Source: an optimization exercise on an open RTL-to-GDS flow (aim: small area, a short achievable clock period and few clock cycles per item). Production flows keep margins and buffers that such runs may drop. The RTL was checked by simulation tests, not by an equivalence proof against the original design.

## flow/design.v (module list and top-level ports; edited modules follow where they fit)
// module yuv2rgb: 1160 lines
// module fa: 4 lines
// module ha: 4 lines
// module ao: 3 lines
// module aoa: 4 lines
module yuv2rgb (
    input  wire       clk,
    input  wire       rst,
    input  wire       in_valid,
    output wire       in_ready,
    input  wire [7:0] in_y,
    input  wire [7:0] in_u,
    input  wire [7:0] in_v,
    output wire       out_valid,
    input  wire       out_ready,
    output wire [7:0] out_r,
    output wire [7:0] out_g,
    output wire [7:0] out_b,
    output wire [7:0] out_luma
);
  // ...
==> flow/flow/run.sh <==
#!/bin/bash
# Standard ORFS layout (the standard.sh) with two changes in how it is made:
#  - the port buffers buffer_ports inserts are sky130_fd_sc_hd__buf_1 cells
#    (every input and output port still gets its own buffer);
#  - timing repair is asked to leave 11.0 ns of setup slack at the design's
#    16 ns clock, so the resizer works on the critical paths.
# Clock period, I/O constraints and all other steps are the standard ones.
set -euo pipefail
export BUFFER_PORTS_ARGS="-buffer_cell sky130_fd_sc_hd__buf_1"
bash standard.sh SETUP_SLACK_MARGIN=11.6 finish > standard_flow.log 2>&1
==> flow/standard.sh <==
#!/bin/bash
# synth_recipe.tcl (not shown) runs the flow's synth.tcl, then flattens the netlist and writes it again
# the make line also repeats each setting of config.mk as NAME=value (left out here)
make -C /OpenROAD-flow-scripts/flow DESIGN_CONFIG=/design/flow/config.mk WORK_HOME=/design/flow/orfs CLKGATE_MAP_FILE= SYNTH_SCRIPT=/design/flow/synth_recipe.tcl "${@:-finish}"
==> flow/config.mk <==
export PLATFORM = sky130hd
export DESIGN_NAME = yuv2rgb
export DESIGN_NICKNAME = yuv2rgb
export VERILOG_FILES = /design/flow/design.v
export SDC_FILE = /design/flow/constraint.sdc
export NUM_CORES = 4
export LEC_CHECK = 0
export CAP_MARGIN = 20
export CORE_MARGIN = 2
export CORE_UTILIZATION = 40
export SLEW_MARGIN = 20
export SYNTH_HIERARCHICAL = 1
export SYNTH_MINIMUM_KEEP_SIZE = 0
==> flow/constraint.sdc <==
create_clock -name core_clock -period 16.0 [get_ports {clk}]
set_input_delay 3.2000 -clock core_clock [delete_from_list [all_inputs] [get_ports {clk}]]
set_output_delay 3.2000 -clock core_clock [all_outputs]
set_load 0.01 [all_outputs]
==> reports/qor.txt, run 1 <==
status - complete, no violations
Setup CP Type - flip-flop to flip-flop
M1 WL - 12200 um
FFs & Latches - 108
H-tree Lvls - 3
Hold Buf Count CTS - 0
met2 Resource Use GR - 0.323
Worst path top cell family by delay - adder cells
vias - 7637
syn avg cell area - 13.1 um^2
core area - 29900 um^2
Synth Instances - 931
CTS tree - built
GP Congestion - 0.881
Max clock buf depth - 2
Synth Flop Type - edfxtp_1
Worst Path Buf+Inv - 1
DRT iter0 DRCs - 497
#FFs+latches synth - 108
Fin Hold WS - 467 ps
most frequent cell after synthesis - fa_1
Compound-Gate Fraction of Synth Area - 0.0813
critical path arrival - 4720 ps
capturing point of the worst reg2reg path - s3_l[1]$_DFFE_PP_
TNS Setup - 0 ps
max-slew violation count - 0
nature of the critical path startpoint - flip-flop
met3 WL - 1780 um
worst slew pin tran - 541 ps
Layout Skew - 16.1 ps
Clock buf/inv share - 0.0216
Mapped Nets - 1300
CP startpoint - s2_r[0]$_SDFFCE_PP0P_
crit path max fanout - 8
Routed Antenna Nets - 0
Testbench counts, summed over its fixed seeds: cycles 16,024, items 16,000.
==> run 2: changes to the inputs <==
==> flow/flow/run.sh (replaced) <==
#!/bin/bash
# Standard ORFS layout (the standard.sh) with these changes in how it is made:
#  - the port buffers buffer_ports inserts are sky130_fd_sc_hd__buf_1 cells
#    (every input and output port still gets its own buffer);
#  - clock tree synthesis runs with its standard options but without dummy loads;
#  - timing repair is asked to leave 11.4 ns of setup slack at the design's
#    16 ns clock, so the resizer works on the critical paths.
# Clock period, I/O constraints and all other steps are the standard ones.
set -euo pipefail
export BUFFER_PORTS_ARGS="-buffer_cell sky130_fd_sc_hd__buf_1"
export CTS_ARGS="-sink_clustering_enable -repair_clock_nets -dont_use_dummy_load"
bash standard.sh SETUP_SLACK_MARGIN=11.4 finish > standard_flow.log 2>&1
--- a/flow/config.mk
+++ b/flow/config.mk
@@ -7,7 +7,7 @@
 export LEC_CHECK = 0
 export CAP_MARGIN = 20
 export CORE_MARGIN = 2
-export CORE_UTILIZATION = 40
+export CORE_UTILIZATION = 55
 export SLEW_MARGIN = 20
 export SYNTH_HIERARCHICAL = 1
 export SYNTH_MINIMUM_KEEP_SIZE = 0
==> reports/qor.txt, run 2 <==
met3 Resource Use GR - 0.0990
sequential area share after synthesis - 0.243
Synth Flop Type - edfxtp_1
Inserted Diodes - 0
met2 Resource Use GR - 0.417 (+0.0941)
status - complete, no violations
worst reg2reg path startpoint - s1_u[4]$_DFFE_PP_
initial antenna violation count - 1
EDFF count, synth - 80
Synth Cell Area - 12200 um^2
final worst path period need - 4670 ps
Reg clk slew, reported paths - 100 ps
Critical Path RT - 16090 ps
CTS tree - built
Yosys cell types - 32
Fill cells - 1691
top cells by count, synth - 252 x fa_1, 108 x and2_1, 101 x a21o_1
Rel. slew slack - 0.592
clk root buf - clkbuf_16
first-pass GRT wire length - 49200 um
Setup CP Type - flip-flop to flip-flop
fraction of layout instances using a drive strength above 1 - 0.233
setup ws final - 11330 ps
die area - 23400 um^2
TNS Setup - 0 ps (unchanged)
Num CTS Buffers - 9
met1 usage - 0.408
hold path depth - 2
clock latency (worst-skew pair) - 380 ps
Hold Buf Count CTS - 0 (unchanged)
fin nets - 1472
Worst Min Path Start - s2_v$_SDFFE_PP0P_
FMAX - 214 MHz
Synth area leaders - fa_1 41%, edfxtp_1 20%, ha_1 9.1%
warnings from Yosys - 7
#FFs+latches synth - 108 (unchanged)
GR Overflow Total - 0
Fin Hold WS - 465 ps (-1.75 ps)
Routed wire per std cell - 22.4 um
vias in the first global route - 8636
most frequent cells in the layout - 234 x fa_1, 101 x and2_1, 99 x buf_4
Starting Density - 0.559
worst reg2reg path depth - 13
nature of the critical path startpoint - flip-flop
Synth Instances - 931 (unchanged)
r2r setup slk - 11330 ps
Layout Skew - 36.2 ps (+20.2 ps)
max-slew violation count - 0 (unchanged)
core area - 21800 um^2 (-27%)
max cap viols - 0
most frequent cell after synthesis - fa_1
largest net degree at the start of global routing - 46
critical path arrival - 4760 ps (+40 ps)
DRC - 0
syn avg cell area - 13.1 um^2 (unchanged)
H-tree Lvls - 3 (unchanged)
crit path max fanout - 7 (-1)
Post-DP Area - 12800 um^2
clock sink total - 108
vias per cell - 5.67
grt peak-use layer - met2
WHS Endpoint - s3_v$_SDFFE_PP0P_
CP startpoint - s1_u[4]$_DFFE_PP_
P&R area growth vs syn - 15.9%
Post-Route WL - 31000 um
GP Congestion - 0.954 (+8.3%)
gr usage total - 0.280
die width - 153 um
# IOs - 62
vias - 7829 (+2.5%)
Mapped Nets - 1300 (unchanged)
Worst Setup End Kind - flip-flop
DR pass1 iterations - 5
Synth area leader - fa_1
IO Port Bufs - 61
capturing point of the worst reg2reg path - s2_g[0]$_DFFE_PP_
Routed Antenna Nets - 0 (unchanged)
commonest non-fill, non-tap cell in the layout - fa_1
cell area after layout - 14100 um^2
worst slew pin tran - 607 ps (+66.3 ps)
Final HPWL DP - 23800 um
Row Count - 54
final count of negative-setup-slack endpoints - 0
RSZ-0062 raised after global routing - true
final hold viol count - 0
Max clock buf depth - 2 (unchanged)
asr flop ratio synth - 0
DRT iter0 DRCs - 493 (-0.80%)
class of the worst hold path - flip-flop to flip-flop
DIE HEIGHT - 153 um
Setup Slack @ Placement - 10760 ps
final worst-path cycle share - 0.292
top-area cell type share of the netlist area - 0.413
[run 2: cell counts after synthesis]
No cell type changed its count.
[run 2: per-layer routing]
layer  share of wire  wire, um
met5               0         0
met2            0.44     13800
met3           0.093      2880
met4           0.012       384
met1            0.45     13900
[run 2: worst max-delay path: stages, from the launching register on]
cell and delay [ps]:
edfxtp_1 510, fa_1 620, fa_1 450, fa_1 460
fa_1 560, ha_4 230, a21o_1 230, a21o_1 240
a21o_4 260, a21o_4 250, o21ai_4 200, inv_4 80
o22ai_1 200, a221oi_2 90
[run 2: cell families after synthesis]
group / after synthesis / share of synthesized area
AOI/OAI and AO/OA: 145 / 0.0813
adders and majority gates: 341 / 0.505
DFF: 108 / 0.243
muxes: 25 / 0.0230
buffers and inverters: 92 / 0.0300
xor gates and xnor gates: 45 / 0.0329
and+or+nand+nor: 175 / 0.0856
[run 2: worst max path at each step]
stage	cells past startpoint	slack [ps]	endpoint
floorplan	14	11370	s3_l[1]$_DFFE_PP_
global placement	13	10800	s3_l[7]$_DFFE_PP_
detailed placement	14	10760	s2_g[0]$_DFFE_PP_
CTS	14	11170	s2_g[0]$_DFFE_PP_
global route	13	11210	s3_l[1]$_DFFE_PP_
finish	13	11330	s2_g[0]$_DFFE_PP_
[run 2: cell type report]
type / count / area, um^2 / share of cell area
inverters: 87 / 379 / 0.0268
multi-input cells: 731 / 9190 / 0.650
well taps: 280 / 350 / 0.0248
clock buffers: 9 / 225 / 0.0159
repair buffers: 166 / 1040 / 0.0735
flip-flops and latches: 108 / 2960 / 0.209
[run 2: timing repair]
action / CTS / global route
buffers inserted: 53 / 48
cloned: 0 / 0
pin swaps: 23 / 51
setup endpoints to repair: 33 / 32
resized for setup: 36 / 64
[run 2: modules after synthesis (local to each module, per instance)]
| module | cells | times used | flops+latches | cell area (um^2) |
|---|---|---|---|---|
| yuv2rgb | 474 | 1 | 108 | 5530 |
| fa | 1 | 252 | 0 | 20.0 |
| aoa | 2 | 69 | 0 | 13.8 |
| ha | 1 | 35 | 0 | 12.5 |
| ao | 1 | 32 | 0 | 7.51 |
[run 2: per-stage QoR]
step                 util  instances
floorplan               -        931
global placement    0.586       1271
detailed placement  0.586       1271
CTS                 0.620       1333
global route        0.648       1381
finish              0.648       1381

==> re-timing with driven ports <==
Ports are ideal in the flow. The routed layouts listed here were re-timed in OpenROAD. Step 1 (the two cells are an assumption about what drives the block):
set clk [get_ports {clk}]
set_driving_cell -lib_cell sky130_fd_sc_hd__clkbuf_16 $clk
set_driving_cell -lib_cell sky130_fd_sc_hd__buf_2 [delete_from_list [all_inputs] $clk]
Step 2 also shifts input and output timing later by t, the mid clock arrival at the registers, as if the neighbouring blocks saw the same clock. Three values: ideal ports, drivers, drivers and shift; two values: the first two.
run	shift t [ns]	setup WS [ns]	worst data-port slew with drivers (ns)
run 1	0.399	11.406 / 11.406 / 11.406	0.05
run 2	0.404	11.330 / 11.330 / 11.221	0.04
After both steps setup and hold are still met in every run listed. For run 2, which loses most, drivers alone change the setup slack by 0.000 ns; drivers and shift together by -0.109 ns.
